Source: an optimization exercise on an open RTL-to-GDS flow (aim: small area, a short achievable clock period and few clock cycles). Production flows keep margins and buffers that such runs may drop.
In this exercise RTL edits were held to simulation tests only and were not proved equivalent to the original.
Power and IR drop assume default switching activity.

// sdio_spi_engine
module sdio_spi_engine (
    input  wire        clk,
    input  wire        rst,             
    input  wire        op_valid,
    output wire        op_ready,
    input  wire [7:0]  op_sel,          
    input  wire [7:0]  op_index,
    input  wire [31:0] op_arg,
    input  wire [16:0] op_count,
    input  wire [9:0]  op_block_size,
    input  wire        op_mode,
    input  wire [1:0]  op_fn,
    input  wire [2:0]  op_width,
    output wire        res_valid,
    output wire [3:0]  res_code,
    output wire [7:0]  res_status,
    output wire [7:0]  res_stuff,
    output wire        ev_valid,
    output wire [2:0]  ev_kind,
    output reg  [7:0]  ev_tx,
    input  wire        ev_ready,
    input  wire [7:0]  ev_rx,
    input  wire        wd_valid,
    output wire        wd_ready,
    input  wire [7:0]  wd_data,
    output reg         rd_valid,
    output wire [7:0]  rd_data
);
Size in the first run: ~150 I/O pins.
==> flow/config.mk <==
export PLATFORM = sky130hd
export DESIGN_NAME = sdio_spi_engine
export DESIGN_NICKNAME = sdio_spi_engine
export VERILOG_FILES = /design/flow/design.v
export SDC_FILE = /design/flow/constraint.sdc
export NUM_CORES = 4
export LEC_CHECK = 0
export CAP_MARGIN = 20
export CORE_MARGIN = 2
export CORE_UTILIZATION = 40
export SETUP_SLACK_MARGIN = 2.0
export SLEW_MARGIN = 20
==> flow/constraint.sdc <==
create_clock -name core_clock -period 5.0 [get_ports {clk}]
set_input_delay 1.0000 -clock core_clock [delete_from_list [all_inputs] [get_ports {clk}]]
set_output_delay 1.0000 -clock core_clock [all_outputs]
set_load 0.01 [all_outputs]
standard.sh (not shown) runs the stock make flow with config.mk's settings and CLKGATE_MAP_FILE= SYNTH_SCRIPT=/design/flow/synth_recipe.tcl, a recipe that flattens the netlist after the stock synthesis.
==> flow/flow/run.sh <==
#!/bin/bash
# Layout flow: the standard ORFS flow, with the port buffers that
# buffer_ports inserts made from plain sky130_fd_sc_hd__buf_1 cells
# instead of the delay-buffer cell it picks by default. The make output
# of every step goes to standard.log; ORFS keeps each tool's own log
# under orfs/logs/.
set -euo pipefail
export BUFFER_PORTS_ARGS="-buffer_cell sky130_fd_sc_hd__buf_1"
bash standard.sh finish > standard.log 2>&1
Testbench counts at the start, summed over its fixed seeds: cycles 293,774.
==> next run, changes <==
--- a/flow/config.mk
+++ b/flow/config.mk
@@ -9,4 +9,5 @@
 export CORE_MARGIN = 2
 export CORE_UTILIZATION = 40
-export SETUP_SLACK_MARGIN = 2.0
+export CTS_BUF_LIST = sky130_fd_sc_hd__clkbuf_8
+export SETUP_SLACK_MARGIN = 2.3
 export SLEW_MARGIN = 20
Worst setup slack gains 160 ps. Wire length came out higher by about 5%. Synthesized area is unchanged. Clock skew came out higher by 8.2 ps. Global-route usage came out higher by 0.56 points. Clock power came out lower by 15%. Total power came out higher by 1.2%. Design area came out higher by about 4.5%.

---

sdio_spi_engine, a different RTL version from the one above (not shown whole).
Size in the first run: roughly 150 I/O pins, about 7400 sq um of cells after synthesis.
export LEC_CHECK = 0
export CAP_MARGIN = 20
export CORE_MARGIN = 2
export CORE_UTILIZATION = 40
export SETUP_SLACK_MARGIN = 2.0
export SLEW_MARGIN = 20
create_clock -name core_clock -period 5.0 [get_ports {clk}]
Scripts as last shown in full above: flow/flow/run.sh
Testbench counts at the start, summed over its fixed seeds: cycles 293,774.
Next try:
--- a/flow/config.mk
+++ b/flow/config.mk
@@ -10,3 +10,3 @@
 export CORE_UTILIZATION = 40
-export SETUP_SLACK_MARGIN = 2.0
+export SETUP_SLACK_MARGIN = 2.3
 export SLEW_MARGIN = 20
What happened: Utilization grows by 1.8 points; non-clock buffer count rises by 23; area after synthesis is unchanged; final area came out higher by 4.0%; fmax rose by 11%; worst setup slack gains 0.30 ns; clock skew barely changes; flip-flop and latch count stays the same; clock-buffer cell count is unchanged; first-iteration DRC count went down by 1.7%.
Next try:
--- a/flow/config.mk
+++ b/flow/config.mk
@@ -10,3 +10,3 @@
 export CORE_UTILIZATION = 40
-export SETUP_SLACK_MARGIN = 2.3
+export SETUP_SLACK_MARGIN = 2.45
 export SLEW_MARGIN = 20
The changed run completed with no timing, DRC or antenna violations. Non-clock buffer count climbs by 19. Total power climbs by 4.9%. Count of clock-buffer cells in the layout does not change. First-iteration DRC count drops by 5.2%. Sequential share of layout area drops by 1.3 points. Setup slack gets worse by 0.0071 ns. Via count climbs by 3.3%. Flip-flop and latch count stays the same. Final cell count climbs by 1.6%. Core utilization climbs by 2.3 points. Clock skew hardly moves.

---

run a:
sdio_spi_engine again, from the RTL that the note above started with.
export LEC_CHECK = 0
export CAP_MARGIN = 20
export CORE_MARGIN = 2
export CORE_UTILIZATION = 40
export PLACE_DENSITY = 0.75
export SETUP_SLACK_MARGIN = 2.4
export SLEW_MARGIN = 20
create_clock -name core_clock -period 5.0 [get_ports {clk}]
Scripts as last shown in full above: flow/flow/run.sh
The final layout from run a, which completed every stage, passed the timing, design-rule and antenna checks at the end of the flow.
Testbench counts of run a, summed over its fixed seeds: cycles 293,774.
The following lists how run b was set up differently from run a:
--- a/flow/config.mk
+++ b/flow/config.mk
@@ -10,3 +10,2 @@
 export CORE_UTILIZATION = 40
-export PLACE_DENSITY = 0.75
 export SETUP_SLACK_MARGIN = 2.4
Findings:
The final layouts of run a and run b pass the timing, design-rule and antenna checks. Summary of run b over run a: multi-input gate share of total cell area lost 0.63 points, first-pass detailed-route iteration total lost 1, largest voltage drop on the vdd net lost 19 µV, via count lost about 2%. Run a vs run b, launch point of the worst path: state[3]$_SDFFE_PP0P_ vs state[4]$_SDFFE_PP0P_.

## separate check: timing with driven ports
The results above use ideal ports. As a check the final layouts listed here were re-extracted and re-timed, cells and wires unchanged.
Step 1, drivers: a clkbuf_16 drives clk and a buf_2 each remaining input, both assumed.
Step 2 times the ports against the registers' clock, not the clock port: input delays grow and output delays shrink by t, the midpoint of the rising clock arrivals with the driver on.
Three values: no drivers, after step 1, after step 2; two values: the first two.
run	shift t [ns]	setup WS [ns]	clock arrival spread, ns
the first run of note 1	0.396	2.033 / 1.984 / 1.712	0.010 / 0.010
the second run of note 1	0.424	2.194 / 2.156 / 1.929	0.016 / 0.016
the first run of note 2	0.405	1.996 / 1.950 / 1.688	0.016 / 0.016
the second run of note 2	0.405	2.299 / 2.245 / 1.952	0.014 / 0.014
the third run of note 2	0.403	2.292 / 2.249 / 2.122	0.016 / 0.015
run a	0.411	2.308 / 2.252 / 2.025	0.013 / 0.013
run b	0.394	2.356 / 2.313 / 2.107	0.012 / 0.012
After both steps setup and hold are still met in every run listed. The setup slack of the second run of note 2, which loses most, moves by -0.054 ns with the drivers and by -0.347 ns with both steps.
